From an optimization exercise on the open Yosys and OpenROAD flow, aimed at small area, a short achievable clock period and few clock cycles; shortcuts taken in it are not production practice.
Only simulation tests tie the RTL to the original design; equivalence was not proved.
Power and IR drop assume default switching activity.

`config.mk`:
```
export PLATFORM = sky130hd
export DESIGN_NAME = bcd_codec
export DESIGN_NICKNAME = bcd_codec
export VERILOG_FILES = /design/flow/design.v
export SDC_FILE = /design/flow/constraint.sdc
export NUM_CORES = 4
export LEC_CHECK = 0
export CAP_MARGIN = 20
export CORE_MARGIN = 2
export CORE_UTILIZATION = 40
export PLACE_DENSITY = 0.6
export SLEW_MARGIN = 20
```
`constraint.sdc`:
```
create_clock -name core_clock -period 8.0 [get_ports {clk}]
set_input_delay 1.6000 -clock core_clock [delete_from_list [all_inputs] [get_ports {clk}]]
set_output_delay 1.6000 -clock core_clock [all_outputs]
set_load 0.01 [all_outputs]
```
`design.v`:
```
module bcd_codec (
    input  wire        clk,
    input  wire        rst,
    input  wire        start,
    input  wire        op,        
    input  wire [63:0] amt,
    input  wire [4:0]  scale,
    input  wire [47:0] bcd_in,
    output wire        ready,
    output reg         done,
    output reg         error,
    output reg  [47:0] result
);
    localparam [2:0] S_IDLE  = 3'd0,
                     S_PREP  = 3'd1,
                     S_DIV   = 3'd2,
                     S_ROUND = 3'd3,
                     S_DD    = 3'd4,
                     S_CHECK = 3'd5,
                     S_DEC   = 3'd6;
    localparam [70:0] M_MAX = 71'd999999999999;
    function [63:0] pow10;
        input [4:0] k;
        begin
            case (k)
                5'd1:  pow10 = 64'd10;
                5'd2:  pow10 = 64'd100;
                5'd3:  pow10 = 64'd1000;
                5'd4:  pow10 = 64'd10000;
                5'd5:  pow10 = 64'd100000;
                5'd6:  pow10 = 64'd1000000;
                5'd7:  pow10 = 64'd10000000;
                5'd8:  pow10 = 64'd100000000;
                5'd9:  pow10 = 64'd1000000000;
                5'd10: pow10 = 64'd10000000000;
                5'd11: pow10 = 64'd100000000000;
                5'd12: pow10 = 64'd1000000000000;
                5'd13: pow10 = 64'd10000000000000;
                5'd14: pow10 = 64'd100000000000000;
                5'd15: pow10 = 64'd1000000000000000;
                5'd16: pow10 = 64'd10000000000000000;
                5'd17: pow10 = 64'd100000000000000000;
                5'd18: pow10 = 64'd1000000000000000000;
                5'd19: pow10 = 64'd10000000000000000000;
                default: pow10 = 64'd1;
            endcase
        end
    endfunction
    reg  [2:0]  state;
    reg  [4:0]  scale_q;
    reg  [63:0] quo_q;      
    reg  [63:0] div_q;      
    reg  [64:0] rem_q;      
    reg  [6:0]  cnt;
    reg  [39:0] m_q;        
    reg  [47:0] bcd_q;      
    assign ready = (state == S_IDLE);
    wire [70:0] m_scaled = (scale_q == 5'd0) ? {7'd0, quo_q} * 71'd100 :
                           (scale_q == 5'd1) ? {7'd0, quo_q} * 71'd10  :
                                               {7'd0, quo_q};
    wire [64:0] rem_shift = {rem_q[63:0], quo_q[63]};
    wire        rem_ge    = rem_shift >= {1'b0, div_q};
    wire        round_up  = {rem_q[63:0], 1'b0} >= {1'b0, div_q};
    wire [70:0] m_rounded = {7'd0, quo_q} + {70'd0, round_up};
    reg  [47:0] bcd_adj;
    integer i;
    always @(*) begin
        for (i = 0; i < 12; i = i + 1)
            bcd_adj[4*i +: 4] = (bcd_q[4*i +: 4] >= 4'd5) ? bcd_q[4*i +: 4] + 4'd3
                                                           : bcd_q[4*i +: 4];
    end
    reg bad_digit;
    always @(*) begin
        bad_digit = 1'b0;
        for (i = 0; i < 12; i = i + 1)
            if (bcd_q[4*i +: 4] > 4'd9)
                bad_digit = 1'b1;
    end
    always @(posedge clk) begin
        if (rst) begin
            state <= S_IDLE;
            done  <= 1'b0;
        end else begin
            done <= 1'b0;
            case (state)
                S_IDLE: begin
                    if (start) begin
                        scale_q <= scale;
                        quo_q   <= amt;
                        bcd_q   <= bcd_in;
                        state   <= op ? S_CHECK : S_PREP;
                    end
                end
                S_PREP: begin
                    if (scale_q <= 5'd2) begin
                        if (m_scaled > M_MAX) begin
                            done  <= 1'b1;
                            error <= 1'b1;
                            state <= S_IDLE;
                        end else begin
                            m_q   <= m_scaled[39:0];
                            bcd_q <= 48'd0;
                            cnt   <= 7'd40;
                            state <= S_DD;
                        end
                    end else if (scale_q >= 5'd22) begin
                        m_q   <= 40'd0;
                        bcd_q <= 48'd0;
                        cnt   <= 7'd40;
                        state <= S_DD;
                    end else begin
                        div_q <= pow10(scale_q - 5'd2);
                        rem_q <= 65'd0;
                        cnt   <= 7'd64;
                        state <= S_DIV;
                    end
                end
                S_DIV: begin
                    if (rem_ge) begin
                        rem_q <= rem_shift - {1'b0, div_q};
                        quo_q <= {quo_q[62:0], 1'b1};
                    end else begin
                        rem_q <= rem_shift;
                        quo_q <= {quo_q[62:0], 1'b0};
                    end
                    cnt <= cnt - 7'd1;
                    if (cnt == 7'd1)
                        state <= S_ROUND;
                end
                S_ROUND: begin
                    if (m_rounded > M_MAX) begin
                        done  <= 1'b1;
                        error <= 1'b1;
                        state <= S_IDLE;
                    end else begin
                        m_q   <= m_rounded[39:0];
                        bcd_q <= 48'd0;
                        cnt   <= 7'd40;
                        state <= S_DD;
                    end
                end
                S_DD: begin
                    bcd_q <= {bcd_adj[46:0], m_q[39]};
                    m_q   <= {m_q[38:0], 1'b0};
                    cnt   <= cnt - 7'd1;
                    if (cnt == 7'd1) begin
                        done   <= 1'b1;
                        error  <= 1'b0;
                        result <= {bcd_adj[46:0], m_q[39]};
                        state  <= S_IDLE;
                    end
                end
                S_CHECK: begin
                    if (bad_digit) begin
                        done  <= 1'b1;
                        error <= 1'b1;
                        state <= S_IDLE;
                    end else begin
                        m_q   <= 40'd0;
                        cnt   <= 7'd12;
                        state <= S_DEC;
                    end
                end
                S_DEC: begin
                    m_q   <= m_q * 40'd10 + {36'd0, bcd_q[47:44]};
                    bcd_q <= {bcd_q[43:0], 4'd0};
                    cnt   <= cnt - 7'd1;
                    if (cnt == 7'd1) begin
                        done   <= 1'b1;
                        error  <= 1'b0;
                        result <= {8'd0, m_q * 40'd10 + {36'd0, bcd_q[47:44]}};
                        state  <= S_IDLE;
                    end
                end
                default: state <= S_IDLE;
            endcase
        end
    end
endmodule
```
`run.sh`:
```
#!/bin/bash
# synth_recipe.tcl (not shown) runs the flow's synth.tcl, then flattens the netlist and writes it again
# the make line also repeats each setting of config.mk as NAME=value (left out here)
make -C /OpenROAD-flow-scripts/flow DESIGN_CONFIG=/design/flow/config.mk WORK_HOME=/design/flow/orfs CLKGATE_MAP_FILE= SYNTH_SCRIPT=/design/flow/synth_recipe.tcl finish
```
==> run notes <==
Tmin final 7330 ps; Hold Path Depth 2; IO Port Bufs 171; # fillers 10,000; share of cells above drive strength 1 0.0408; Post-Route WL 143,000 um; antenna-violating nets left 0; maximum buffer depth of the clock tree 3; area delta synth->final 11.6%; final setup vio count 0; Num CTS Buffers 46; total global routing overflow 0; Mapped Area 40,000 um2; number of synthesized flops with an enable pin 331; Seq/Total Area, Yosys 0.251; Max Cap Violations 0; drt initial violations 3,860; DRC viols 0; Final HPWL DP 113,000 um; largest family of logic cells by synthesized area compound AO/OA/AOI/OAI gates; Critical Path Start Type flip-flop; FFs w/ async S/R, synth 0; via count 38,200; Slew headroom 0.275; fin area 44,600 um2; commonest non-fill, non-tap cell in the layout nand2_1; Die Wd 320 um; Slew @ Worst Pin 1080 ps; Post-synth top flop edfxtp_1; hold crit path type reg -> reg; Avg WL per Cell 22.6 um; arrival time worst endpoint 7620 ps; # rows 115; Syn Nets 5,654; CTS Sinks 335; status no timing/DRC/antenna violations; clock latency (worst-skew pair) 640 ps; Die Y 320 um; # IOs 172; Starting Density 0.405; largest net degree at the start of global routing 91; leakage 18.4 nW; CP required 8280 ps; Clock transition at path regs 60 ps; post-synthesis simple-gate area fraction 0.189; final net count 5,709; CP max FO 8; vias in the first global route 36,000; Yosys Warn Count 1; antenna violations before repair 6; setup TNS 0 ps; most frequent cells in the layout nand2_1, ha_1, inv_1, a21oi_1, o21ai_0; Syn Area/Cell 8.03 um2; Hold Violations, Final 0; Cell Area, Placed 43,100 um2; drt via density 6.01; drt pass-1 iters 6; TritonCTS clock tree yes; Layout Skew 28.4 ps; routability cong. 0.972; worst vdd ir 0.000181 V; Netlist cell types 95; worst hold slack 594 ps; # hold bufs at CTS 0; post-synthesis register bit count 335; RSZ-0062 raised after global routing false; R2R depth 27; PwrDens 204 nW/um2; period utilization 0.917; crit path kind reg -> reg; core area 98,700 um2; GRT Total Usage 0.273; post-synthesis xor/xnor area fraction 0.0598; pins over their slew limit 0; mux cell area share after synthesis 0.0223; Adder-Cell Fraction of Synth Area 0.186; Post-Syn Instances 4,978; Worst setup EP type flip-flop; compound-cell area share of the yosys netlist 0.232; Clock Tree Root clkbuf_16; first-pass GRT wire length 219,000 um; Die Footprint 102,000 um2; H-tree depth 2; FMAX 136 MHz
==> flip-flops by register name (all words and copies together), names as in the netlist <==
register  cells
bcd_q        48
cnt           7
div_q        54
done          1
error         1
m_q          40
quo_q        64
rem_q        64
result       48
scale_q       5
state         3
==> timing repair <==
item,in CTS,in global routing
resized for setup,0,3
setup buffers,0,1
endpoints found under the setup margin,0,95
endpoints found under the hold margin,0,0
==> per-stage QoR <==
step	instances	utilization	setup slack, ps	power (W)
finish	6356	0.452	666	0.00911
global route	6355	0.452	139	0.00972
CTS	6354	0.452	391	0.00908
detailed placement	6271	0.436	492	0.00687
global placement	6271	0.436	534	0.00685
floorplan	4978	-	193	0.00553
==> synth_stat cells, types with 18 or more instances <==
master | count | area (um2)
o22ai_1 | 31 | 194
nor4_1 | 37 | 231
fa_1 | 63 | 1260
edfxtp_1 | 331 | 9940
nor3_1 | 114 | 571
a31oi_1 | 47 | 294
o21bai_1 | 45 | 338
a211oi_1 | 59 | 443
or3_1 | 31 | 194
xor2_1 | 94 | 823
nand2b_1 | 48 | 300
o21a_1 | 42 | 315
o221ai_1 | 24 | 210
o21ai_1 | 32 | 160
o21ai_0 | 393 | 1970
nor2b_1 | 56 | 350
a21o_1 | 117 | 878
and3_1 | 33 | 206
ha_1 | 492 | 6160
nand2_1 | 545 | 2050
a21oi_1 | 403 | 2020
o211ai_1 | 59 | 443
clkbuf_1 | 211 | 792
o31ai_1 | 18 | 135
nor2_1 | 397 | 1490
nand4_1 | 96 | 601
a22oi_1 | 31 | 233
inv_1 | 413 | 1550
mux2i_1 | 78 | 781
xnor2_1 | 179 | 1570
and2_1 | 27 | 169
nand3_1 | 125 | 626
==> power by group <==
part | total (W) | switching (W) | internal (W)
Clock | 0.00216 | 0.000910 | 0.00125
Combinational | 0.00466 | 0.00298 | 0.00168
Sequential | 0.00229 | 0.000172 | 0.00212
==> cells by family (layout without fill, tap and decap cells) <==
family / count (synthesis) / after routing
flip-flops: 335 / 335
other: 0 / 1
AND/OR/NAND/NOR: 1603 / 1603
AO/OA/AOI/OAI: 1479 / 1479
buffers and inverters: 644 / 734
multiplexers: 88 / 88
XOR/XNOR: 273 / 273
adder cells (fa/ha/maj): 556 / 556
==> final cells by class <==
type                       instances  area [um2]  share of cell area
timing repair buffer             237        2240              0.0503
clock buffer                      50        1170              0.0261
antenna                            1        2.50           0.0000561
tap                             1287        1610              0.0361
clock inverter                    33         365             0.00819
inverter                         414        1550              0.0348
multi-input combinational       3999       27700               0.620
sequential                       335       10000               0.225
==> path summary, 6_finish.rpt <==
check                               start                 endpoint  slack (ps)
setup / recovery  rem_q[55]$_SDFFCE_PN0P_         cnt[3]$_DFFE_PP_         670
hold / removal    rem_q[28]$_SDFFCE_PN0P_  rem_q[29]$_SDFFCE_PN0P_         590
setup reg to reg  rem_q[55]$_SDFFCE_PN0P_         cnt[3]$_DFFE_PP_         670
hold reg to reg   rem_q[28]$_SDFFCE_PN0P_  rem_q[29]$_SDFFCE_PN0P_         590
==> critical path: stages, from the launching register on <==
cell and delay, ps:
edfxtp_1 400, ha_1 430, nand4_1 220, nor4_1 460, nand3_1 180, nor3_1 370
nand2_1 120, o21ai_0 190, a211oi_1 60, o21ai_0 130, buf_4 180, ha_1 210
ha_1 310, and4_1 380, nand4_1 130, buf_4 190, nor4_1 290, buf_4 220
nand3_1 120, nor2_1 250, xnor2_1 150, nand2_1 130, nor4_2 470, o211a_1 380
o21bai_1 150, a2111oi_0 410, nand4b_1 140, nand2_1 300
==> metal layers <==
| layer | global-route usage | wire length [um] | up-vias |
|---|---|---|---|
| met1 | 0.385 | 64800 | 18300 |
| met3 | 0.0309 | 9620 | 225 |
| li1 | - | - | 18300 |
| met4 | 0.0862 | 4720 | 2 |
| met5 | 0 | 9 | - |
| met2 | 0.436 | 64300 | 1385 |
Testbench counts, summed over its fixed seeds: cycles 116,312.

==> port drivers added, routing unchanged <==
The results above use ideal ports. As a check the final layout listed here was re-extracted and re-timed, cells and wires unchanged. Step 1 assumes that a clkbuf_16 drives the clock port and a buf_2 every other input. Step 2 adds t to the input delays and takes it off the output delays; t is the mean of the earliest and latest rising clock arrival at the registers after step 1. Input paths then give back, and output paths get back, about the clock's delay inside the block. a / b / c = ideal / step 1 / step 2; a / b = the first two.
t, ns: 0.685
setup slack, ns: 0.666 / 0.666 / 0.666
worst hold slack (ns): 0.594 / 0.594 / 0.594
latest minus earliest clock arrival (ns): 0.028 / 0.028
cell pins on the clock port's net: 1
After both steps this run still meets setup and hold. The setup slack of this run moves by 0.000 ns with the drivers and by 0.000 ns with both steps.
